Background: an optimization exercise with open tools, aiming at small area, a short achievable clock period and few clock cycles. Do not read the settings as production practice. In this exercise RTL edits were held to simulation tests only and were not proved equivalent to the original.

## hsv2rgb_stream
module hsv2rgb_stream (
    input  wire        clk,
    input  wire        rst,         
    input  wire        in_valid,
    output wire        in_ready,
    input  wire [23:0] in_hsv,      
    output reg         out_valid,
    input  wire        out_ready,
    output wire [31:0] out_rgba     
);
Size: roughly 1700 cells after synthesis, about 120 flip-flops, ~62 I/O pins, roughly 15000 um2 of cells after synthesis.
Settings: LEC_CHECK=0, CAP_MARGIN=5, CORE_MARGIN=2, CORE_UTILIZATION=65, CTS_BUF_LIST=sky130_fd_sc_hd__clkbuf_4 sky130_fd_sc_hd__clkbuf_8, PLACE_DENSITY=0.75, SLEW_MARGIN=5, TNS_END_PERCENT=10; clock period 17.0 ns.
standard.sh (not shown) runs the stock make flow with config.mk's settings and CLKGATE_MAP_FILE= SYNTH_SCRIPT=/design/flow/synth_recipe.tcl, a recipe that flattens the netlist after the stock synthesis.
==> flow/flow/run.sh <==
#!/bin/bash
# The standard layout, with: port buffers made of buf_2 cells; clock tree from
# clkbuf_4/clkbuf_8 with larger sink clusters and no dummy loads; repair_timing
# aiming for 11.9 ns of setup slack (at the design's clock period and constraints).
set -euo pipefail
bash standard.sh \
  "BUFFER_PORTS_ARGS=-buffer_cell sky130_fd_sc_hd__buf_2" \
  "CTS_ARGS=-sink_clustering_enable -repair_clock_nets -buf_list {sky130_fd_sc_hd__clkbuf_4 sky130_fd_sc_hd__clkbuf_8} -sink_clustering_size 30 -sink_clustering_max_diameter 80 -dont_use_dummy_load" \
  SETUP_SLACK_MARGIN=11.9 finish > standard_flow.log 2>&1
The first run finished clean.
Testbench counts at the start, summed over its fixed seeds: cycles 32,024.
Next try:
==> flow/flow/run.sh (replaced) <==
#!/bin/bash
# The standard layout, with: port buffers made of buf_2 cells; clock tree from
# clkbuf_4/clkbuf_8 with larger sink clusters and no dummy loads; repair_timing
# aiming for 12.15 ns of setup slack (at the design's clock period and constraints).
set -euo pipefail
bash standard.sh \
  "BUFFER_PORTS_ARGS=-buffer_cell sky130_fd_sc_hd__buf_2" \
  "CTS_ARGS=-sink_clustering_enable -repair_clock_nets -buf_list {sky130_fd_sc_hd__clkbuf_4 sky130_fd_sc_hd__clkbuf_8} -sink_clustering_size 30 -sink_clustering_max_diameter 80 -dont_use_dummy_load" \
  SETUP_SLACK_MARGIN=12.15 finish > standard_flow.log 2>&1
- SYNTH_HIERARCHICAL: not set -> 1
- TNS_END_PERCENT: 10 -> 0
Result: The changed run finished clean. Sequential cell count stays the same. Via count is lower slightly. Routed wire length rose by a few percent. Register-to-register slack is better by 0.22 ns. Critical path depth shrinks by 7. Synthesized cell count shrinks by roughly a tenth. Setup slack improves by 0.16 ns. Final cell count falls by a little under a tenth.
Next try:
==> flow/flow/run.sh (replaced) <==
#!/bin/bash
# The standard layout, with: port buffers made of buf_2 cells; clock tree from
# clkbuf_4/clkbuf_8 with larger sink clusters and no dummy loads; repair_timing
# aiming for 12.3 ns of setup slack (at the design's clock period and constraints).
set -euo pipefail
bash standard.sh \
  "BUFFER_PORTS_ARGS=-buffer_cell sky130_fd_sc_hd__buf_2" \
  "CTS_ARGS=-sink_clustering_enable -repair_clock_nets -buf_list {sky130_fd_sc_hd__clkbuf_4 sky130_fd_sc_hd__clkbuf_8} -sink_clustering_size 30 -sink_clustering_max_diameter 80 -dont_use_dummy_load" \
  SETUP_SLACK_MARGIN=12.3 finish > standard_flow.log 2>&1
=> Utilization stays the same; non-clock buffer count is unchanged; first-iteration DRC count is unchanged; cell count is unchanged.
Next try:
==> flow/flow/run.sh (replaced) <==
#!/bin/bash
# The standard layout, with: port buffers made of buf_2 cells; clock tree from
# clkbuf_4/clkbuf_8 with larger sink clusters and no dummy loads; repair_timing
# aiming for 12.0 ns of setup slack (at the design's clock period and constraints).
set -euo pipefail
bash standard.sh \
  "BUFFER_PORTS_ARGS=-buffer_cell sky130_fd_sc_hd__buf_2" \
  "CTS_ARGS=-sink_clustering_enable -repair_clock_nets -buf_list {sky130_fd_sc_hd__clkbuf_4 sky130_fd_sc_hd__clkbuf_8} -sink_clustering_size 30 -sink_clustering_max_diameter 80 -dont_use_dummy_load" \
  SETUP_SLACK_MARGIN=12.0 finish > standard_flow.log 2>&1
Result:
- count of clock-buffer cells in the layout stays the same
- wire length came out lower by 2.0%

* * *

indigo:
hsv2rgb_stream, a different RTL version from the one above (not shown whole).
Size in the first run: roughly 120 flip-flops, about 0.015 mm² of cells after synthesis.
// hsv2rgb_stream
module hsv2rgb_stream (
    input  wire        clk,
    input  wire        rst,         
    input  wire        in_valid,
    output wire        in_ready,
    input  wire [23:0] in_hsv,      
    output reg         out_valid,
    input  wire        out_ready,
    output wire [31:0] out_rgba     
);
    reg sk_valid;
    wire en = !sk_valid;
    assign in_ready = en;
    wire [7:0] a0, b0;
    wire [1:0] grp;
    gr_hue u_hue (.h(in_hsv[23:16]), .a0(a0), .b0(b0), .grp(grp));
    reg        v1;
    reg [7:0]  a0_q, b0_q, s_q, v1_q;
    reg [1:0]  grp_q;
    always @(posedge clk) begin
        if (rst)
            v1 <= 1'b0;
        else if (en)
            v1 <= in_valid;
        if (en) begin
            a0_q <= a0; b0_q <= b0; grp_q <= grp;
            s_q  <= in_hsv[15:8]; v1_q <= in_hsv[7:0];
        end
    end
    wire [7:0] r1, g1, b1;
    gr_sat u_sat (.a0(a0_q), .b0(b0_q), .grp(grp_q), .s(s_q), .r1(r1), .g1(g1), .b1(b1));
    reg        v2;
    reg [7:0]  r1_q, g1_q, b1_q, v2_q;
    always @(posedge clk) begin
        if (rst)
            v2 <= 1'b0;
        else if (en)
            v2 <= v1;
        if (en) begin
            r1_q <= r1; g1_q <= g1; b1_q <= b1; v2_q <= v1_q;
        end
    end
    wire [23:0] rgb;
    gr_val u_val_r (.c(r1_q), .v(v2_q), .y(rgb[23:16]));
    gr_val u_val_g (.c(g1_q), .v(v2_q), .y(rgb[15:8]));
    gr_val u_val_b (.c(b1_q), .v(v2_q), .y(rgb[7:0]));
    wire push     = v2 && en;                   
    wire out_free = !out_valid || out_ready;    
    reg  [23:0] sk_rgb, out_rgb;
    always @(posedge clk) begin
        if (rst) begin
            out_valid <= 1'b0;
            sk_valid  <= 1'b0;
        end else begin
            if (out_free)
                out_valid <= sk_valid || push;
            sk_valid <= sk_valid ? !out_free : (push && !out_free);
        end
        if (out_free)
            out_rgb <= sk_valid ? sk_rgb : rgb;
        if (!sk_valid)
  ...
==> flow/config.mk <==
export PLATFORM = sky130hd
export DESIGN_NAME = hsv2rgb_stream
export DESIGN_NICKNAME = hsv2rgb_stream
export VERILOG_FILES = /design/flow/design.v
export SDC_FILE = /design/flow/constraint.sdc
export NUM_CORES = 4
export LEC_CHECK = 0
export CAP_MARGIN = 5
export CORE_MARGIN = 2
export CORE_UTILIZATION = 65
export CTS_BUF_LIST = sky130_fd_sc_hd__clkbuf_4 sky130_fd_sc_hd__clkbuf_8
export PLACE_DENSITY = 0.75
export SLEW_MARGIN = 5
export TNS_END_PERCENT = 0
==> flow/constraint.sdc <==
create_clock -name core_clock -period 17.0 [get_ports {clk}]
set_input_delay 3.4000 -clock core_clock [delete_from_list [all_inputs] [get_ports {clk}]]
set_output_delay 3.4000 -clock core_clock [all_outputs]
set_load 0.01 [all_outputs]
==> flow/flow/run.sh <==
#!/bin/bash
# The standard layout, with: port buffers made of buf_2 cells; clock tree from
# clkbuf_4/clkbuf_8 with larger sink clusters and no dummy loads; repair_timing
# aiming for 11.7 ns of setup slack (at the design's clock period and constraints).
set -euo pipefail
bash standard.sh \
  "BUFFER_PORTS_ARGS=-buffer_cell sky130_fd_sc_hd__buf_2" \
  "CTS_ARGS=-sink_clustering_enable -repair_clock_nets -buf_list {sky130_fd_sc_hd__clkbuf_4 sky130_fd_sc_hd__clkbuf_8} -sink_clustering_size 30 -sink_clustering_max_diameter 80 -dont_use_dummy_load" \
  SETUP_SLACK_MARGIN=11.7 finish > standard_flow.log 2>&1
indigo was carried through to the last stage, and its layout satisfied the timing, DRC and antenna checks.
Testbench counts of indigo, summed over its fixed seeds: cycles 32,024.
Changes in juniper relative to indigo:
-- flow/flow/run.sh --
<<< indigo, line 4
# aiming for 11.7 ns of setup slack (at the design's clock period and constraints).
>>> juniper, line 4
# aiming for 12.6 ns of setup slack (at the design's clock period and constraints).
<<< indigo, line 9
  SETUP_SLACK_MARGIN=11.7 finish > standard_flow.log 2>&1
>>> juniper, line 9
  SETUP_SLACK_MARGIN=12.6 finish > standard_flow.log 2>&1
### Flow results
For juniper, the worst setup path endpoint was a0_q[2]$_DFFE_PN_, unlike indigo, where it was b0_q[3]$_DFFE_PN_. Row met1 track utilization from global routing: juniper higher / indigo lower. juniper went all the way through synthesis, placement and routing and the layout is clean on timing, DRC and antenna. Taking indigo as the reference, in juniper total of cells resized after clock tree synthesis rose 27; data required time at the worst endpoint rose by 0.11 ns; number of cells after detailed placement held steady. Diff indigo -> juniper: number of fill cells in the layout lost about 4%; path length in cells of the critical path now sits higher.

* * *

hsv2rgb_stream, a different RTL version from the one above (not shown whole).
Size: ~1500 cells after synthesis, ~62 I/O pins, ~0.015 mm² of cells after synthesis.
export LEC_CHECK = 0
export CAP_MARGIN = 5
export CORE_MARGIN = 2
export CORE_UTILIZATION = 65
export CTS_BUF_LIST = sky130_fd_sc_hd__clkbuf_4
export PLACE_DENSITY = 0.75
export SLEW_MARGIN = 5
export SYNTH_HIERARCHICAL = 1
export TNS_END_PERCENT = 0
create_clock -name core_clock -period 17.0 [get_ports {clk}]
==> flow/flow/run.sh <==
#!/bin/bash
# The standard layout, with: port buffers made of buf_2 cells; clock tree from
# clkbuf_4 with larger sink clusters and no dummy loads; repair_timing
# aiming for 12.0 ns of setup slack (at the design's clock period and constraints).
set -euo pipefail
bash standard.sh \
  "BUFFER_PORTS_ARGS=-buffer_cell sky130_fd_sc_hd__buf_2" \
  "CTS_ARGS=-sink_clustering_enable -repair_clock_nets -buf_list {sky130_fd_sc_hd__clkbuf_4} -sink_clustering_size 30 -sink_clustering_max_diameter 80 -dont_use_dummy_load" \
  SETUP_SLACK_MARGIN=12.0 finish > standard_flow.log 2>&1
The first run went through all stages and came out clean.
Testbench counts at the start, summed over its fixed seeds: cycles 32,024.
Rerun with:
--- a/flow/flow/run.sh
+++ b/flow/flow/run.sh
@@ -3 +3 @@
-# clkbuf_4 with larger sink clusters and no dummy loads; repair_timing
+# clkbuf_4/clkbuf_8 with larger sink clusters and no dummy loads; repair_timing
@@ -8 +8 @@
-  "CTS_ARGS=-sink_clustering_enable -repair_clock_nets -buf_list {sky130_fd_sc_hd__clkbuf_4} -sink_clustering_size 30 -sink_clustering_max_diameter 80 -dont_use_dummy_load" \
+  "CTS_ARGS=-sink_clustering_enable -repair_clock_nets -buf_list {sky130_fd_sc_hd__clkbuf_4 sky130_fd_sc_hd__clkbuf_8} -sink_clustering_size 30 -sink_clustering_max_diameter 80 -dont_use_dummy_load" \
- CTS_BUF_LIST: sky130_fd_sc_hd__clkbuf_4 -> sky130_fd_sc_hd__clkbuf_4 sky130_fd_sc_hd__clkbuf_8
Result: The changed run finished with timing, DRC and antenna clean. Maximum frequency fell by about 0.9%. Worst hold slack improves by 3.1 ps. Wire length rose by 0.40%. Cell count hardly moves. Global-route usage rose by 0.16 points. Clock-buffer cell count is unchanged. Worst setup slack degrades by 44 ps. Via count stays flat.

* * *

run 1:
Another version of the RTL of hsv2rgb_stream (not shown whole).
For scale: ~1700 cells after synthesis, ~120 flip-flops, about 62 I/O pins, about 15000 sq um of cells after synthesis.
clock: 17.0 ns
lec_check: 0
cap_margin: 20
core_margin: 2
core_utilization: 40
slew_margin: 20
==> flow/flow/run.sh <==
#!/bin/bash
# The standard layout, with repair_timing aiming for 12.5 ns of setup slack
# (at the design's clock period and constraints) instead of 0.
set -euo pipefail
bash standard.sh SETUP_SLACK_MARGIN=12.5 finish > standard_flow.log 2>&1
Run 1: PASS, flow complete, no timing, DRC or antenna violations
Testbench counts of run 1, summed over its fixed seeds: cycles 32,024.
The inputs of run 2 differ from those of run 1 as listed below.
==> flow/flow/run.sh <==
#!/bin/bash
# The standard layout, with the port buffers made of buf_2 cells and repair_timing
# aiming for 11.5 ns of setup slack (at the design's clock period and constraints).
set -euo pipefail
bash standard.sh "BUFFER_PORTS_ARGS=-buffer_cell sky130_fd_sc_hd__buf_2" SETUP_SLACK_MARGIN=11.5 finish > standard_flow.log 2>&1
--- a/flow/config.mk
+++ b/flow/config.mk
@@ -6,6 +6,8 @@
 export NUM_CORES = 4
 export LEC_CHECK = 0
-export CAP_MARGIN = 20
+export CAP_MARGIN = 5
 export CORE_MARGIN = 2
-export CORE_UTILIZATION = 40
-export SLEW_MARGIN = 20
+export CORE_UTILIZATION = 65
+export CTS_BUF_LIST = sky130_fd_sc_hd__clkbuf_4 sky130_fd_sc_hd__clkbuf_8
+export PLACE_DENSITY = 0.75
+export SLEW_MARGIN = 5
==> comparison <==
- Run 2 did not stop at any stage, and its layout met the timing, DRC and antenna checks.
- When run 2 is measured against run 1, its actual slew at the worst max-slew pin turns out 0.11 ns lower.
- Run 2: arrival time of the worst setup path 0.34 ns above run 1
- On count of flip-flops with a built-in enable after synthesis, run 2 and run 1 are neck and neck.
- Relative to run 1, iteration-0 DRC count of the detailed router has increased by 109 in run 2.
- The final reports for run 2 and run 1 show initial core utilization higher in the former.
- The post-route fraction of the period consumed by the critical path in run 2 sits 2.7 points above the value recorded for run 1.
- Side by side, count of clock-buffer cells in the layout turned out lower in run 2 than in run 1.
- Wire length on met3 of run 2 falls short of that of run 1 by more than a quarter.
- In run 2, the setup slack came out 0.45 ns below the value in run 1.
- The post-route minimum period of run 2 exceeds that of run 1 by 0.45 ns.
Setup changes, run 2 to run 3
==> flow/flow/run.sh <==
#!/bin/bash
# The standard layout, with the port buffers made of buf_2 cells and repair_timing
# aiming for 11.8 ns of setup slack (at the design's clock period and constraints).
set -euo pipefail
bash standard.sh "BUFFER_PORTS_ARGS=-buffer_cell sky130_fd_sc_hd__buf_2" SETUP_SLACK_MARGIN=11.8 finish > standard_flow.log 2>&1
Notes after the runs:
- Run 2 -> run 3: footprint of the multi-input gates increased by a few percent
- Between run 2 and run 3, the hold slack does not differ in any meaningful way.
- Type of the setup path with the least slack: reg2reg -> run 3, in2reg -> run 2
- The lower global-route wire length before repair came out of run 2.
- Going from run 2 to run 3, final worst-path cycle share shrinks by 1.1 points.

* * *

## lane 1
RTL: one of the versions met above, not the one the previous note started from.
Size: roughly 62 I/O pins, ~15,000 um^2 of cells after synthesis.
export LEC_CHECK = 0
export CAP_MARGIN = 5
export CORE_MARGIN = 2
export CORE_UTILIZATION = 65
export CTS_BUF_LIST = sky130_fd_sc_hd__clkbuf_4 sky130_fd_sc_hd__clkbuf_8
export PLACE_DENSITY = 0.75
export SLEW_MARGIN = 5
export TNS_END_PERCENT = 0
create_clock -name core_clock -period 17.0 [get_ports {clk}]
==> flow/flow/run.sh <==
#!/bin/bash
# The standard layout, with: port buffers made of buf_2 cells; clock tree from
# clkbuf_4/clkbuf_8 with larger sink clusters and no dummy loads; repair_timing
# aiming for 12.3 ns of setup slack (at the design's clock period and constraints).
set -euo pipefail
bash standard.sh \
  "BUFFER_PORTS_ARGS=-buffer_cell sky130_fd_sc_hd__buf_2" \
  "CTS_ARGS=-sink_clustering_enable -repair_clock_nets -buf_list {sky130_fd_sc_hd__clkbuf_4 sky130_fd_sc_hd__clkbuf_8} -sink_clustering_size 30 -sink_clustering_max_diameter 80 -dont_use_dummy_load" \
  SETUP_SLACK_MARGIN=12.3 finish > standard_flow.log 2>&1
Lane 1 was carried through to the last stage, and its layout satisfied the timing, DRC and antenna checks.
Testbench counts of lane 1, summed over its fixed seeds: cycles 32,024.
What lane 2 does differently from lane 1 at the input level:
- CORE_UTILIZATION: 65 -> 70
- PLACE_DENSITY: 0.75 -> 0.8
- TNS_END_PERCENT: 0 -> unset
--- a/flow/flow/run.sh
+++ b/flow/flow/run.sh
@@ -4 +4 @@
-# aiming for 12.3 ns of setup slack (at the design's clock period and constraints).
+# aiming for 11.6 ns of setup slack (at the design's clock period and constraints).
@@ -9 +9 @@
-  SETUP_SLACK_MARGIN=12.3 finish > standard_flow.log 2>&1
+  SETUP_SLACK_MARGIN=11.6 finish > standard_flow.log 2>&1
- Of lane 1 and lane 2, lane 1 shows the higher floorplan die width, with lane 2 below it.
- Lane 1 reports its highest signal layer in the routed design as met4 while lane 2 reports met5.
- Taking lane 1 as the reference point, the setup slack of lane 2 falls by 220 ps.
- Compared with lane 1, lane 2 shows a lower upper clock frequency limit.
Relative to lane 2, the following input files were edited for lane 3:
- CAP_MARGIN changed from 5 to 0
- CORE_UTILIZATION changed from 70 to 65
- TNS_END_PERCENT newly set to 10
- PLACE_DENSITY changed from 0.8 to 0.75
- SLEW_MARGIN changed from 5 to 0
--- a/flow/flow/run.sh
+++ b/flow/flow/run.sh
@@ -4 +4 @@
-# aiming for 11.6 ns of setup slack (at the design's clock period and constraints).
+# aiming for 11.9 ns of setup slack (at the design's clock period and constraints).
@@ -9 +9 @@
-  SETUP_SLACK_MARGIN=11.6 finish > standard_flow.log 2>&1
+  SETUP_SLACK_MARGIN=11.9 finish > standard_flow.log 2>&1
Of lane 3 and lane 2, the higher wire length on met2 belongs to lane 3. Compared with lane 2, lane 3 shows area growth from synthesis to layout higher by 3.4 points.
> inputs changed (lane 3 -> lane 4)
- PLACE_DENSITY now 0.7, was 0.75
- TNS_END_PERCENT no longer set, was 10
- CORE_UTILIZATION now 58, was 65
- SLEW_MARGIN now 5, was 0
- CAP_MARGIN now 5, was 0
--- a/flow/flow/run.sh
+++ b/flow/flow/run.sh
@@ -4 +4 @@
-# aiming for 11.9 ns of setup slack (at the design's clock period and constraints).
+# aiming for 11.6 ns of setup slack (at the design's clock period and constraints).
@@ -9 +9 @@
-  SETUP_SLACK_MARGIN=11.9 finish > standard_flow.log 2>&1
+  SETUP_SLACK_MARGIN=11.6 finish > standard_flow.log 2>&1
- Floorplan die width, lane 4 vs lane 3: up by a few percent
- Re fraction of layout instances using a drive strength above 1: lane 4 and lane 3 aren't equal, and the higher value belongs to lane 3.

what the ideal ports hide:
In the flow no input, the clock included, has a driving cell. The finished layouts below were timed again as built, in two steps. Step 1 sets driving cells, clkbuf_16 on the clock port and buf_2 on the other inputs (assumed; they add their load-dependent delay and slew). Step 2 moves the port delays by t, midway between the first and last clock arrival at a register: inputs arrive t later, outputs are due t later. That takes back most of the time a late clock gives input paths. a / b / c = ideal / step 1 / step 2; a / b = the first two.
run	t (ns)	setup WS [ns]	hold WS [ns]	worst setup path after step 2	worst register clock-pin slew, ns
the first run of note 1	0.481	11.823 / 11.823 / 11.433	0.419 / 0.419 / 0.419	input to register	0.09 / 0.09
the second run of note 1	0.479	11.984 / 11.963 / 11.485	0.410 / 0.410 / 0.410	input to register	0.09 / 0.09
the third run of note 1	0.479	11.984 / 11.963 / 11.485	0.410 / 0.410 / 0.410	input to register	0.09 / 0.09
the fourth run of note 1	0.480	11.966 / 11.954 / 11.475	0.413 / 0.413 / 0.413	input to register	0.09 / 0.09
indigo	0.499	11.775 / 11.796 / 11.297	0.410 / 0.410 / 0.410	input to register	0.10 / 0.10
juniper	0.478	11.913 / 11.893 / 11.415	0.396 / 0.396 / 0.396	input to register	0.09 / 0.09
the first run of note 3	0.579	12.009 / 12.009 / 11.482	0.401 / 0.401 / 0.401	input to register	0.13 / 0.13
the second run of note 3	0.482	11.965 / 11.965 / 11.514	0.404 / 0.404 / 0.404	input to register	0.08 / 0.08
run 1	0.492	12.073 / 12.051 / 11.558	0.416 / 0.416 / 0.416	input to register	0.06 / 0.06
run 2	0.508	11.618 / 11.642 / 11.135	0.427 / 0.427 / 0.427	input to register	0.09 / 0.09
run 3	0.493	11.810 / 11.810 / 11.394	0.425 / 0.425 / 0.425	input to register	0.09 / 0.09
lane 1	0.478	11.913 / 11.893 / 11.415	0.396 / 0.396 / 0.396	input to register	0.09 / 0.09
lane 2	0.484	11.694 / 11.718 / 11.234	0.411 / 0.411 / 0.411	input to register	0.08 / 0.08
lane 3	0.480	11.902 / 11.871 / 11.392	0.396 / 0.396 / 0.396	input to register	0.09 / 0.09
lane 4	0.479	11.683 / 11.709 / 11.231	0.411 / 0.411 / 0.411	input to register	0.09 / 0.09
After both steps setup and hold are still met in every run listed. For the first run of note 3, which loses most, drivers alone change the setup slack by 0.000 ns; drivers and shift together by -0.527 ns.
